Background: an optimization exercise with open tools, aiming at small area. Do not read the settings as production practice.
Function was checked by simulation only, so behaviour that the tests miss may differ from the original.
The clock port is modelled as an ideal driver, which makes a skipped or thinned clock tree look cheaper than it is; a real chip needs a root buffer or a tree.
No activity file was given, so power comes from the tool's default toggle rates.

==> branch cedar: inputs <==
==> flow/design.v <==
module ir_capture (
    input  wire          clk,
    input  wire          rst,         
    input  wire          tick,        
    input  wire [15:0]   pin,         
    input  wire          bus_valid,
    input  wire          bus_we,
    input  wire [2:0]    bus_idx,
    input  wire [31:0]   bus_wdata,
    output wire [31:0]   bus_rdata,
    output wire          evt_valid,
    output wire          evt_kind,
    output wire          evt_level,
    output wire [3:0]    evt_sink,
    output wire [15:0]   evt_dur
);
    reg [8:0] cnt;
    reg [8:0] capture;
    reg       ecie;
    reg       toie;
    reg       edge_sel;
    reg [1:0] pol;
    reg [3:0] pin_sel;
    reg [3:0] dec_id;
    reg       pin_q;
    wire [31:0] wd = bus_wdata;
    wire wr = bus_valid & bus_we;
    wire rd = bus_valid & ~bus_we & ~rst;
    wire ws = wr & (bus_idx == 3'd0) & ~(wd[1] & wd[0]);
    wire w_set = wr & bus_idx[0] & ~bus_idx[1];
    wire w_ctl = wr & (bus_idx == 3'd1);
    wire w_clr = wr & (bus_idx == 3'd6);
    wire [2:0] c_q   = {edge_sel, toie, ecie};
    wire [2:0] c_set = {3{w_set}} & wd[2:0];
    wire [2:0] c_clr = ({3{w_ctl}} & ~wd[2:0]) | ({3{w_clr}} & wd[2:0]);
    wire [2:0] c_w   = c_set | (c_q & ~c_clr);    
    wire [3:0] sel = ws ? wd[7:4] : pin_sel;
    wire       p   = ~sel[3] & pin[sel[2:0]];
    wire hit  = ~ws & c_w[0] & (p ^ pin_q) & ~(p ^ c_w[2]);
    wire wrap = cnt[8] & cnt[5] & cnt[3] & cnt[1] & cnt[0];
    wire tw   = tick & wrap;
    wire timeout = ~hit & tw & c_w[1] & ~ws;
    wire has_sink = |dec_id;    
    wire ev_edge  = ~rst & has_sink & hit;
    wire ev_eof   = ~rst & has_sink & timeout;
    assign evt_valid = ev_edge | ev_eof;
    assign evt_kind  = ev_eof;
    assign evt_level = ev_edge & p;
    assign evt_sink  = {4{evt_valid}} & dec_id;
    assign evt_dur   = {7'd0, {9{ev_edge}} & cnt};
    wire r0 = rd & (bus_idx == 3'd0);
    wire r1 = rd & (bus_idx == 3'd1);
    wire r2 = rd & (bus_idx == 3'd2);
    wire r3 = rd & (bus_idx == 3'd3);
    wire r4 = rd & (bus_idx == 3'd4);
    wire [11:0] rv = ({12{r0}} & {dec_id, pin_sel, 2'b00, pol})
                   | ({12{r1}} & {9'd0, c_q})
                   | ({12{r2}} & {11'd0, p})
                   | ({12{r3}} & {3'd0, capture})
                   | ({12{r4}} & {3'd0, cnt});
    assign bus_rdata = {20'd0, rv};
    wire auto_es = wd[1] ? ~p : wd[0];    
    wire cap_ld = ~rst & hit;
    wire cap_hd = ~rst & ~hit;
    wire set_ld = ~rst & ws;
    wire set_hd = ~rst & ~ws;
    wire cnt_run = ~rst & ~hit & ~tw;
    wire [8:0] cnt_inc = cnt + {8'd0, tick};
    always @(posedge clk) begin
        cnt      <= {9{cnt_run}} & cnt_inc;
        capture  <= ({9{cap_ld}} & cnt) | ({9{cap_hd}} & capture);
        pol      <= ({2{set_ld}} & wd[1:0])  | ({2{set_hd}} & pol);
        pin_sel  <= ({4{set_ld}} & wd[7:4])  | ({4{set_hd}} & pin_sel);
        dec_id   <= ({4{set_ld}} & wd[11:8]) | ({4{set_hd}} & dec_id);
        ecie     <= ~rst & (ws | c_w[0]);
        toie     <= ~rst & (hit | (~ws & c_w[1] & ~tw));
        edge_sel <= ~rst & (ws ? auto_es : (c_w[2] ^ hit));
        pin_q    <= ~rst & p;
    end
endmodule
==> flow/flow/run.sh <==
#!/bin/bash
# Standard ORFS layout with: an area-oriented ABC script in the standard
# synthesis (flow/synth.tcl, flow/area.abc), buf_1 port buffers, one shared
# tie-low cell for the constant outputs, and a clock tree of small buffers
# without dummy loads. make's full output goes to flow_make.log; each tool's
# own log is under orfs/logs/.
set -euo pipefail
here=$(pwd)
export MY_ABC=$here/flow/area.abc
bash standard.sh \
  SYNTH_SCRIPT=$here/flow/synth.tcl \
  "BUFFER_PORTS_ARGS=-buffer_cell sky130_fd_sc_hd__buf_1" \
  SKIP_REPAIR_TIE_FANOUT=1 \
  "CTS_ARGS=-sink_clustering_enable -sink_clustering_size 32 -sink_clustering_max_diameter 200 -buf_list sky130_fd_sc_hd__clkbuf_4 -root_buf sky130_fd_sc_hd__clkbuf_4 -dont_use_dummy_load -repair_clock_nets" \
  finish > flow_make.log 2>&1
==> flow/flow/area.abc <==
strash
dc2
dch -f
amap
topo
==> flow/flow/synth.tcl <==
# The standard synthesis (synth_recipe.tcl), with the final ABC mapping
# run on an area-oriented script (flow/area.abc) instead of ORFS's.
proc synth {args} { yosys synth -nofsm -noshare {*}$args }
proc abc {args} {
  set keep {}
  for {set i 0} {$i < [llength $args]} {incr i} {
    set a [lindex $args $i]
    if {$a eq "-script"} { incr i; continue }
    lappend keep $a
  }
  yosys abc -script $::env(MY_ABC) {*}$keep
}
source $::env(SCRIPTS_DIR)/synth.tcl
# left out here: clear keep_hierarchy, flatten, clean up, hide names made inside functions, write 1_2_yosys.v
==> flow/standard.sh <==
#!/bin/bash
# synth_recipe.tcl (not shown) runs the flow's synth.tcl, then flattens the netlist and writes it again
# the make line also repeats each setting of config.mk as NAME=value (left out here)
make -C /OpenROAD-flow-scripts/flow DESIGN_CONFIG=/design/flow/config.mk WORK_HOME=/design/flow/orfs CLKGATE_MAP_FILE= SYNTH_SCRIPT=/design/flow/synth_recipe.tcl "${@:-finish}"
==> flow/config.mk <==
export PLATFORM = sky130hd
export DESIGN_NAME = ir_capture
export DESIGN_NICKNAME = ir_capture
export VERILOG_FILES = /design/flow/design.v
export SDC_FILE = /design/flow/constraint.sdc
export NUM_CORES = 4
export LEC_CHECK = 0
export ABC_AREA = 1
export CAP_MARGIN = 20
export CORE_MARGIN = 2
export CORE_UTILIZATION = 40
export GPL_TIMING_DRIVEN = 0
export SLEW_MARGIN = 20
==> flow/constraint.sdc <==
create_clock -name core_clock -period 10.0 [get_ports {clk}]
set_input_delay 2.0000 -clock core_clock [delete_from_list [all_inputs] [get_ports {clk}]]
set_output_delay 2.0000 -clock core_clock [all_outputs]
set_load 0.01 [all_outputs]
==> inputs of branch maple, as changes to branch cedar <==
--- a/flow/design.v
+++ b/flow/design.v
@@ -60,21 +60,33 @@
                    | ({12{r4}} & {3'd0, cnt});
     assign bus_rdata = {20'd0, rv};
     wire auto_es = wd[1] ? ~p : wd[0];    
-    wire cap_ld = ~rst & hit;
-    wire cap_hd = ~rst & ~hit;
-    wire set_ld = ~rst & ws;
-    wire set_hd = ~rst & ~ws;
-    wire cnt_run = ~rst & ~hit & ~tw;
-    wire [8:0] cnt_inc = cnt + {8'd0, tick};
     always @(posedge clk) begin
-        cnt      <= {9{cnt_run}} & cnt_inc;
-        capture  <= ({9{cap_ld}} & cnt) | ({9{cap_hd}} & capture);
-        pol      <= ({2{set_ld}} & wd[1:0])  | ({2{set_hd}} & pol);
-        pin_sel  <= ({4{set_ld}} & wd[7:4])  | ({4{set_hd}} & pin_sel);
-        dec_id   <= ({4{set_ld}} & wd[11:8]) | ({4{set_hd}} & dec_id);
-        ecie     <= ~rst & (ws | c_w[0]);
-        toie     <= ~rst & (hit | (~ws & c_w[1] & ~tw));
-        edge_sel <= ~rst & (ws ? auto_es : (c_w[2] ^ hit));
-        pin_q    <= ~rst & p;
+        if (rst) begin
+            cnt      <= 9'd0;
+            capture  <= 9'd0;
+            ecie     <= 1'b0;
+            toie     <= 1'b0;
+            edge_sel <= 1'b0;
+            pol      <= 2'd0;
+            pin_sel  <= 4'd0;
+            dec_id   <= 4'd0;
+            pin_q    <= 1'b0;
+        end else begin
+            if (hit | tw)
+                cnt <= 9'd0;
+            else
+                cnt <= cnt + {8'd0, tick};
+            if (hit)
+                capture <= cnt;
+            ecie     <= ws | c_w[0];
+            toie     <= hit | (~ws & c_w[1] & ~tw);
+            edge_sel <= ws ? auto_es : (c_w[2] ^ hit);
+            if (ws) begin
+                pol     <= wd[1:0];
+                pin_sel <= wd[7:4];
+                dec_id  <= wd[11:8];
+            end
+            pin_q    <= p;
+        end
     end
 endmodule
==> flow/run.sh (new file) <==
#!/bin/bash
# synth_recipe.tcl (not shown) runs the flow's synth.tcl, then flattens the netlist and writes it again
# the make line also repeats each setting of config.mk as NAME=value (left out here)
make -C /OpenROAD-flow-scripts/flow DESIGN_CONFIG=/design/flow/config.mk WORK_HOME=/design/flow/orfs CLKGATE_MAP_FILE= SYNTH_SCRIPT=/design/flow/synth_recipe.tcl finish
Settings changed: ABC_AREA 1 to unset, GPL_TIMING_DRIVEN 0 to unset.
removed: flow/flow/run.sh
removed: flow/flow/area.abc
removed: flow/flow/synth.tcl
removed: flow/standard.sh
==> inputs of branch delta, as changes to branch cedar <==
--- a/flow/design.v
+++ b/flow/design.v
@@ -14,15 +14,25 @@
     output wire [3:0]    evt_sink,
     output wire [15:0]   evt_dur
 );
-    reg [8:0] cnt;
-    reg [8:0] capture;
-    reg       ecie;
-    reg       toie;
-    reg       edge_sel;
-    reg [1:0] pol;
-    reg [3:0] pin_sel;
-    reg [3:0] dec_id;
-    reg       pin_q;
+    localparam [8:0] ICNT = 9'h1ff;
+    localparam [8:0] ICAP = 9'h1bf;
+    localparam [9:0] ISET = 10'h3c9;
+    localparam [3:0] ICTL = 4'h7;
+    reg [8:0] cnt_r;
+    reg [8:0] cap_r;
+    reg [9:0] set_r;      
+    reg [3:0] ctl_r;      
+    wire [8:0] cnt     = cnt_r ^ ICNT;
+    wire [8:0] capture = cap_r ^ ICAP;
+    wire [9:0] setup_v = set_r ^ ISET;
+    wire [3:0] ctl_v   = ctl_r ^ ICTL;
+    wire [1:0] pol     = setup_v[1:0];
+    wire [3:0] pin_sel = setup_v[5:2];
+    wire [3:0] dec_id  = setup_v[9:6];
+    wire       ecie     = ctl_v[0];
+    wire       toie     = ctl_v[1];
+    wire       edge_sel = ctl_v[2];
+    wire       pin_q    = ctl_v[3];
     wire [31:0] wd = bus_wdata;
     wire wr = bus_valid & bus_we;
     wire rd = bus_valid & ~bus_we & ~rst;
@@ -66,15 +76,18 @@
     wire set_hd = ~rst & ~ws;
     wire cnt_run = ~rst & ~hit & ~tw;
     wire [8:0] cnt_inc = cnt + {8'd0, tick};
+    wire [8:0] n_cnt = {9{cnt_run}} & cnt_inc;
+    wire [8:0] n_cap = ({9{cap_ld}} & cnt) | ({9{cap_hd}} & capture);
+    wire [9:0] n_set = ({10{set_ld}} & {wd[11:8], wd[7:4], wd[1:0]}) | ({10{set_hd}} & setup_v);
+    wire [3:0] n_ctl;
+    assign n_ctl[0] = ~rst & (ws | c_w[0]);
+    assign n_ctl[1] = ~rst & (hit | (~ws & c_w[1] & ~tw));
+    assign n_ctl[2] = ~rst & (ws ? auto_es : (c_w[2] ^ hit));
+    assign n_ctl[3] = ~rst & p;
     always @(posedge clk) begin
-        cnt      <= {9{cnt_run}} & cnt_inc;
-        capture  <= ({9{cap_ld}} & cnt) | ({9{cap_hd}} & capture);
-        pol      <= ({2{set_ld}} & wd[1:0])  | ({2{set_hd}} & pol);
-        pin_sel  <= ({4{set_ld}} & wd[7:4])  | ({4{set_hd}} & pin_sel);
-        dec_id   <= ({4{set_ld}} & wd[11:8]) | ({4{set_hd}} & dec_id);
-        ecie     <= ~rst & (ws | c_w[0]);
-        toie     <= ~rst & (hit | (~ws & c_w[1] & ~tw));
-        edge_sel <= ~rst & (ws ? auto_es : (c_w[2] ^ hit));
-        pin_q    <= ~rst & p;
+        cnt_r <= n_cnt ^ ICNT;
+        cap_r <= n_cap ^ ICAP;
+        set_r <= n_set ^ ISET;
+        ctl_r <= n_ctl ^ ICTL;
     end
 endmodule
==> flow/flow/run.sh (replaced) <==
#!/bin/bash
# Standard ORFS layout (the standard.sh) with:
#  - the standard synthesis with its final ABC mapping run on an area-oriented
#    script (flow/synth.tcl, flow/area.abc) and without the separate adder
#    mapping step (ADDER_MAP_FILE empty); registers are unchanged;
#  - buf_1 port buffers and one shared tie-low cell for the constant outputs;
#  - a clock tree of one clkbuf_16 (flow/one_clkbuf.tcl collapses the tree
#    CTS builds), with no non-default routing rule on the clock net.
# make's full output goes to flow_make.log; each tool's own log is under
# orfs/logs/.
set -euo pipefail
here=$(pwd)
export MY_ABC=$here/flow/area.abc
export CLKBUF_CELL=sky130_fd_sc_hd__clkbuf_16
bash standard.sh \
  SYNTH_SCRIPT=$here/flow/synth.tcl ADDER_MAP_FILE= \
  "BUFFER_PORTS_ARGS=-buffer_cell sky130_fd_sc_hd__buf_1" \
  SKIP_REPAIR_TIE_FANOUT=1 SYNTH_INSBUF=0 \
  "CTS_ARGS=-sink_clustering_enable -sink_clustering_size 32 -sink_clustering_max_diameter 200 -buf_list sky130_fd_sc_hd__clkbuf_4 -root_buf sky130_fd_sc_hd__clkbuf_4 -dont_use_dummy_load -apply_ndr none -repair_clock_nets" \
  POST_CTS_TCL=$here/flow/one_clkbuf.tcl \
  finish > flow_make.log 2>&1
==> flow/flow/one_clkbuf.tcl (new file) <==
# POST_CTS hook: collapse the clock tree CTS built into a single buffer.
# Every flip-flop clock pin is moved from the leaf buffers onto the root
# buffer's net, the leaf buffers are deleted and the root is sized to
# CLKBUF_CELL; then the placement is legalised again.
set root_inst [get_cells clkbuf_0_clk]
set root_net [get_nets -of_objects [get_pins clkbuf_0_clk/X]]
set leaves {}
foreach inst [get_cells clkbuf_*_clk] {
  if { [get_full_name $inst] ne "clkbuf_0_clk" } { lappend leaves $inst }
}
foreach inst [get_cells clkload*] { lappend leaves $inst }
foreach leaf $leaves {
  set lname [get_full_name $leaf]
  set opin [get_pins -quiet $lname/X]
  if { $opin ne "" } {
    set onet [get_nets -of_objects $opin]
    foreach p [get_pins -of_objects $onet] {
      if { [get_property $p direction] eq "input" } {
        disconnect_pin $onet $p
        connect_pin $root_net $p
      }
    }
    disconnect_pin $onet $opin
    set ipin [get_pins $lname/A]
    disconnect_pin $root_net $ipin
    delete_instance $leaf
    delete_net $onet
  } else {
    foreach p [get_pins -of_objects $leaf] {
      set n [get_nets -quiet -of_objects $p]
      if { $n ne "" } { disconnect_pin $n $p }
    }
    delete_instance $leaf
  }
}
replace_cell $root_inst $::env(CLKBUF_CELL)
detailed_placement
estimate_parasitics -placement
report_clock_skew
report_checks -path_delay min_max -format end
==> qor summary <==
                                                                   branch maple  branch delta  branch cedar
Run status                                             timing/DRC/antenna clean  timing/DRC/antenna clean  timing/DRC/antenna clean
Cell Rows                                                                    27            22            24
Sequential cell power                                                    133 µW        132 µW        132 µW
Maximum operating frequency                                             132 MHz       120 MHz       112 MHz
Syn-to-layout area delta                                                  24.2%         19.5%         17.2%
Met3 WL post-DR                                                          305 µm        143 µm        396 µm
Netlist cell types                                                           54            27            25
Share of the synthesized netlist area taken by xor and xnor gates        0.0271             0             0
Dpl ws                                                                  2.37 ns       1.34 ns       1.08 ns
Clock share of power                                                      0.368         0.255         0.276
Start of the worst register-to-register path                         pin_sel[0]      set_r[2]    pin_sel[0]
Quantity of hold-fixing buffers added after cts                               0             -             0
Violation count after the first detailed-routing iteration                  189            53           106
End point of the worst hold path                                         pol[1]      cap_r[6]    capture[8]
Proportion of power drawn by flip-flops and latches                       0.482         0.630         0.572
Post-CTS setup buffer count                                                   0             -             0
Nets                                                                        384           305           366
Die Ht                                                                  79.2 µm       64.8 µm       70.6 µm
GRT Util Overall                                                          0.196         0.186         0.187

-- port drivers added, routing unchanged --
In the flow no input, the clock included, has a driving cell. The finished layouts below were timed again as built, in two steps. Step 1: set_driving_cell puts a clkbuf_16 on clk and a buf_2 on each other input, an assumption about the parent block. Step 2 times the ports against the registers' clock, not the clock port: input delays grow and output delays shrink by t, the midpoint of the rising clock arrivals with the driver on. Three values: no drivers, after step 1, after step 2; two values: the first two.
run | t, ns | slack for setup (ns) | worst hold slack (ns) | worst register clock-pin slew, ns
branch cedar | 0.354 | 1.093 / 1.071 / 1.071 | 0.464 / 0.464 / 0.464 | 0.10 / 0.10
branch maple | 0.310 | 2.409 / 2.387 / 2.387 | 0.464 / 0.464 / 0.464 | 0.08 / 0.08
branch delta | 0.206 | 1.634 / 1.612 / 1.612 | 0.481 / 0.481 / 0.481 | 0.12 / 0.12
After both steps setup and hold are still met in every run listed.
